From an optimization exercise on the open Yosys and OpenROAD flow, aimed at small area; shortcuts taken in it are not production practice. The RTL was checked by simulation tests, not by an equivalence proof against the original design. Power and IR drop assume default switching activity.

==> flow/design.v (excerpt) <==
module p1load_sync (
    input  wire        clk,
    input  wire        rst,
    input  wire        cmd_valid,
    output wire        cmd_ready,
    input  wire [71:0] cmd_data,
    output wire        rsp_valid,
    output wire [2:0]  rsp_status,
    output reg  [31:0] rsp_data,
    output wire        trst_req,
    input  wire        trst_ack,
    output wire        tx_valid,
    input  wire        tx_ready,
    output wire [7:0]  tx_data,
    output wire        tx_last,
    output wire        rx_req,
    output wire [3:0]  rx_max,
    output wire [31:0] rx_timeout,
    input  wire        rx_valid,
    input  wire [7:0]  rx_data,
    input  wire        rx_last,
    input  wire        rx_empty,
    output wire        prog_valid,
    output wire [2:0]  prog_phase,
    output wire [31:0] prog_offset,
    output wire [31:0] prog_total,
    output wire [12:0] img_addr,
    input  wire [31:0] img_data,
    input  wire [31:0] img_len
);
Size in the first run: roughly 1400 cells after synthesis, roughly 270 flip-flops, ~320 I/O pins.
Settings: LEC_CHECK=0, CAP_MARGIN=20, CORE_MARGIN=2, CORE_UTILIZATION=55, SLEW_MARGIN=20; clock period 8.0 ns.
standard.sh (not shown) runs the stock make flow with config.mk's settings and CLKGATE_MAP_FILE= SYNTH_SCRIPT=/design/flow/synth_recipe.tcl, a recipe that flattens the netlist after the stock synthesis.
==> flow/flow/run.sh <==
#!/bin/bash
# Layout flow: the standard ORFS flow (standard.sh) with
# - synthesis as standard.sh runs it, but with an area-oriented ABC script
#   (flow/abc_area.script) in place of ORFS's delay-oriented one; registers
#   are mapped exactly as in the standard synthesis;
# - small port buffers (buf_1);
# - a clock tree of small clock buffers in small clusters, without dummy loads;
# - one tie cell for all constant outputs (no tie fanout repair).
# Each tool's output goes to a log file in this folder.
set -euo pipefail
here=$(pwd)
rm -rf scripts_area
cp -r "$FLOW_HOME/scripts" scripts_area
cp flow/abc_area.script scripts_area/abc_speed.script
bash standard.sh synth "SCRIPTS_DIR=$here/scripts_area" > synth.log 2>&1
bash standard.sh finish \
  "BUFFER_PORTS_ARGS=-buffer_cell sky130_fd_sc_hd__buf_1" \
  "SKIP_REPAIR_TIE_FANOUT=1" \
  "CTS_ARGS=-sink_clustering_enable -repair_clock_nets -dont_use_dummy_load -buf_list sky130_fd_sc_hd__clkbuf_4 -sink_clustering_size 8 -sink_clustering_max_diameter 50" \
  > finish.log 2>&1
==> flow/flow/abc_area.script <==
strash
dch -f
map -a
mfs2
strash
dch -f
map -a
mfs2
strash
dch -f
map -a
mfs2
strash
dch -f
map -a
topo
Change:
--- a/flow/design.v
+++ b/flow/design.v
@@ -218,45 +218,37 @@
     assign rsp_status = (op == O_RR) ? S_OK : ls;
     wire   szb = sz[tc[3:0]];
     wire   lnb = img_len[tc[3:0] + 5'd2];
     assign trst_req   = (st == T_HST);
     assign rx_req     = (st == T_RXQ) || (st == T_WAR);
     assign rx_max     = (st == T_WAR) ? 4'd1 : 4'd8;
-    wire   war = (st == T_WAR);
-    wire   tho = (op == O_HS) && !war;
-    wire   t1h = tho && ph[0];     
-    assign rx_timeout = ({32{!(war || (op == O_HS))}} & A) |
-                        {25'd0, t1h, tho, (tho && !t1h) || war, war, t1h, tho && !t1h, war};
+    assign rx_timeout = (st == T_WAR) ? 32'd25 :
+                        (op == O_HS)  ? ((ph == 3'd1) ? 32'd100 : 32'd50) : A;
     assign prog_valid  = pv;
     assign prog_phase  = ph;
     assign prog_offset = {17'd0, li[12:0], 2'd0};
     assign prog_total  = {16'd0, sz, 2'd0};
     assign img_addr    = li[12:0];
-    wire       rr_m = (op[2:1] == 2'b01);
-    wire [8:0] rs;
-    assign rs[0] = rr_m && A[3:0] == 4'd0;
-    assign rs[1] = rr_m && A[2:0] == 3'd1;
-    assign rs[2] = rr_m && A[2:0] == 3'd2;
-    assign rs[3] = rr_m && A[2:0] == 3'd3;
-    assign rs[4] = rr_m && A[2:0] == 3'd4;
-    assign rs[5] = rr_m && A[2:0] == 3'd5;
-    assign rs[6] = rr_m && A[2:0] == 3'd6;
-    assign rs[7] = rr_m && A[2:0] == 3'd7;
-    assign rs[8] = rr_m && A[3];
-    wire       rb1  = (op[2:1] == 2'b10) && (op[0] ? nz : lfsr[0]);    
-    wire       h7   = ~hs[1] & hs[0];
-    wire [8:0] rv = ({9{rs[0]}} & {hs[1], h7, h7, hs[0], ls, sess}) |
-                    ({9{rs[1]}} & {1'b0, lfsr}) |
-                    ({9{rs[2]}} & {1'b0, version}) |
-                    ({9{rs[3]}} & {4'd0, txcur}) |
-                    ({9{rs[4]}} & {5'd0, rxcur}) |
-                    ({9{rs[5]}} & {5'd0, rxlen}) |
-                    ({9{rs[6]}} & 9'd16) |
-                    ({9{rs[7]}} & 9'd8) |
-                    {8'd0, rb1};
-    always @(*) rsp_data = {16'd0, rs[8], 6'd0, rv};
+    always @(*) begin
+        rsp_data = 32'd0;
+        if (op[2:1] == 2'b01) begin
+            case (A[3:0])
+                4'd0: rsp_data = {23'd0, hs[1], ~hs[1] & hs[0], ~hs[1] & hs[0], hs[0], ls, sess};
+                4'd1: rsp_data = {24'd0, lfsr};
+                4'd2: rsp_data = {24'd0, version};
+                4'd3: rsp_data = {27'd0, txcur};
+                4'd4: rsp_data = {28'd0, rxcur};
+                4'd5: rsp_data = {28'd0, rxlen};
+                4'd6: rsp_data = 32'd16;
+                4'd7: rsp_data = 32'd8;
+                default: rsp_data = 32'd32768;
+            endcase
+        end else if (op[2:1] == 2'b10) begin
+            rsp_data = {31'd0, op[0] ? nz : lfsr[0]};
+        end
+    end
     wire t31     = (tc == 5'd31);
     wire fl_end  = (txcur == 5'd0);             
     wire rb_hit  = rb_take && win[0][1];
     wire rb_tmo  = (st == T_RXQ) && rx_valid && rx_empty;
     wire rb_fin  = rb_hit || rb_tmo;
     wire rb_bit  = rb_hit && win[0][0];
Clock-buffer cell count is unchanged; power goes up by 5.2%; area after synthesis goes up by 2.0%; sequential cell count does not change; routed wire length goes up by 7.9%; non-clock buffer count goes down by 3; cell count goes up by about 3.2%; setup slack degrades by 140 ps; clock power goes down by about 2%; maximum frequency goes down by about 2.7%; critical path depth goes up by 4; design area goes up by about 1.8%.

Setup of before:
RTL: one of the versions met above, not the one the previous note started from.
Size: ~1400 cells after synthesis, ~270 flip-flops, roughly 320 I/O pins, roughly 0.012 mm^2 of cells after synthesis.
## p1load_sync
module p1load_sync (
    input  wire        clk,
    input  wire        rst,
    input  wire        cmd_valid,
    output wire        cmd_ready,
    input  wire [71:0] cmd_data,
    output wire        rsp_valid,
    output wire [2:0]  rsp_status,
    output reg  [31:0] rsp_data,
    output wire        trst_req,
    input  wire        trst_ack,
    output wire        tx_valid,
    input  wire        tx_ready,
    output wire [7:0]  tx_data,
    output wire        tx_last,
    output wire        rx_req,
    output wire [3:0]  rx_max,
    output wire [31:0] rx_timeout,
    input  wire        rx_valid,
    input  wire [7:0]  rx_data,
    input  wire        rx_last,
    input  wire        rx_empty,
    output wire        prog_valid,
    output wire [2:0]  prog_phase,
    output wire [31:0] prog_offset,
    output wire [31:0] prog_total,
    output wire [12:0] img_addr,
    input  wire [31:0] img_data,
    input  wire [31:0] img_len
);
export LEC_CHECK = 0
export CAP_MARGIN = 20
export CORE_MARGIN = 2
export CORE_UTILIZATION = 55
export SLEW_MARGIN = 20
create_clock -name core_clock -period 8.0 [get_ports {clk}]
==> flow/flow/run.sh <==
#!/bin/bash
# Layout flow: the standard ORFS flow (standard.sh) with
# - synthesis as standard.sh runs it, but with an area-oriented ABC script
#   (flow/abc_area.script) in place of ORFS's delay-oriented one; registers
#   are mapped exactly as in the standard synthesis;
# - small port buffers (buf_1);
# - a clock tree of small clock buffers in small clusters, without dummy loads.
# Each tool's output goes to a log file in this folder.
set -euo pipefail
here=$(pwd)
rm -rf scripts_area
cp -r "$FLOW_HOME/scripts" scripts_area
cp flow/abc_area.script scripts_area/abc_speed.script
bash standard.sh synth "SCRIPTS_DIR=$here/scripts_area" > synth.log 2>&1
bash standard.sh finish \
  "BUFFER_PORTS_ARGS=-buffer_cell sky130_fd_sc_hd__buf_1" \
  "CTS_ARGS=-sink_clustering_enable -repair_clock_nets -dont_use_dummy_load -buf_list sky130_fd_sc_hd__clkbuf_4 -sink_clustering_size 8 -sink_clustering_max_diameter 50" \
  > finish.log 2>&1
Scripts as last shown in full above: flow/flow/abc_area.script
before reached the end of the flow, and the finished layout is clean on the timing, design-rule and antenna checks.
Edits applied to the flow inputs when going from before to after:
-- flow/design.v --
<<< before, line 97
    reg        k1;
    reg        bw, nz;
    reg        pv;
    wire [7:0]  opc = cmd_data[7:0];
>>> after, line 97
    reg        k1;
    reg        bw, nz;
    reg        dbit;
    reg        pv;
    wire [7:0]  opc = cmd_data[7:0];
<<< before, line 197
    end
    wire accept = (st == T_IDLE) && cmd_valid;
    wire hs_op  = (opc == OP_HANDSHAKE);
    always @(posedge clk) begin
        if (accept)
            A <= {a0[31:7], a0[6] | hs_op, a0[5], a0[4] | hs_op, a0[3:2], a0[1] | hs_op, a0[0]};
        else if (sh)
            A <= {sin, A[31:1]};
>>> after, line 198
    end
    wire accept = (st == T_IDLE) && cmd_valid;
    always @(posedge clk) begin
        if (accept)
            A <= {a0[31:2], a0[1] | (opc == OP_HANDSHAKE), a0[0]};   
        else if (sh)
            A <= {sin, A[31:1]};
<<< before, line 244
            endcase
        end else if (op[2:1] == 2'b10) begin
            rsp_data = {31'd0, op[0] ? nz : lfsr[0]};
        end
    end
>>> after, line 244
            endcase
        end else if (op[2:1] == 2'b10) begin
            rsp_data = {31'd0, op[0] ? dbit : lfsr[0]};
        end
    end
<<< before, line 305
        if (clr)
            lfsr <= 8'h00;
        else if ((st == T_SEED) || ((st == T_HST) && trst_ack))
            lfsr <= {A[7:2], A[1] && (st == T_SEED), A[0]};
        else if (((st == T_RESP) && op == O_STEP) || ((st == T_HSB) && inj && hs_pat) ||
                 (hs_fin && ph[0] && !rb_tmo))
>>> after, line 305
        if (clr)
            lfsr <= 8'h00;
        else if (st == T_SEED)
            lfsr <= A[7:0];
        else if ((st == T_HST) && trst_ack)
            lfsr <= 8'h50;
        else if (((st == T_RESP) && op == O_STEP) || ((st == T_HSB) && inj && hs_pat) ||
                 (hs_fin && ph[0] && !rb_tmo))
<<< before, line 353
    end
    always @(posedge clk) begin
        if (accept)
            bw <= 1'b0;
>>> after, line 355
    end
    always @(posedge clk) begin
        if (rb_fin && op == O_RB)
            dbit <= rb_bit;
        if (accept)
            bw <= 1'b0;
<<< before, line 363
        else if (st == T_LCP)    
            nz <= szb ? (!lnb || nz) : (!lnb && nz);
        else if (rb_fin)         
            nz <= rb_bit;
        else
            nz <= 1'b0;
>>> after, line 367
        else if (st == T_LCP)    
            nz <= szb ? (!lnb || nz) : (!lnb && nz);
        else
            nz <= 1'b0;
[summary]
- ~same xor-xnor portion of the synthesized cell area in before and after
- Vias: after above before
- In after, sequential share of layout area is higher than in before.
- Diff before -> after: final critical-path setup slack +0.10 ns, number of logic stages on the critical path including buffering went down, wire length went down about 0.9%, sequential cell count rose 1, overall power now smaller.
- [compare] base=before new=after: relative contribution of the clock network to total power higher, synthesized-area fraction occupied by adder cells level, growth of design area from synthesis to finish barely changed.
- after vs before, proportion of power drawn by combinational gates went down by 2.9 points.
- [diff] setup slack of the most critical reg-to-reg path, after relative to before: improvement

## re-timing with driven ports
The flow's constraints put no driver on any port. The routed layouts listed below were extracted and timed again, unchanged, in two steps.
Step 1 (the two cells are an assumption about what drives the block):
set clk [get_ports {clk}]
set_driving_cell -lib_cell sky130_fd_sc_hd__clkbuf_16 $clk
set_driving_cell -lib_cell sky130_fd_sc_hd__buf_2 [delete_from_list [all_inputs] $clk]
Step 2, shift: input delay + t, output delay - t, t = (earliest + latest rising clock arrival at the registers) / 2. This alone moves slack from input paths to output paths.
a / b / c = ideal ports / drivers / drivers and shift; a / b = the first two.
run	t (ns)	slack for setup (ns)	hold WS [ns]
the first run of note 1	0.694	2.826 / 2.782 / 3.104	0.312 / 0.312 / 0.312
the second run of note 1	0.668	2.684 / 2.668 / 2.684	0.320 / 0.320 / 0.320
before	0.663	2.671 / 2.671 / 2.671	0.301 / 0.301 / 0.301
after	0.674	2.772 / 2.729 / 2.960	0.301 / 0.301 / 0.301
After both steps every run listed still meets setup and hold.
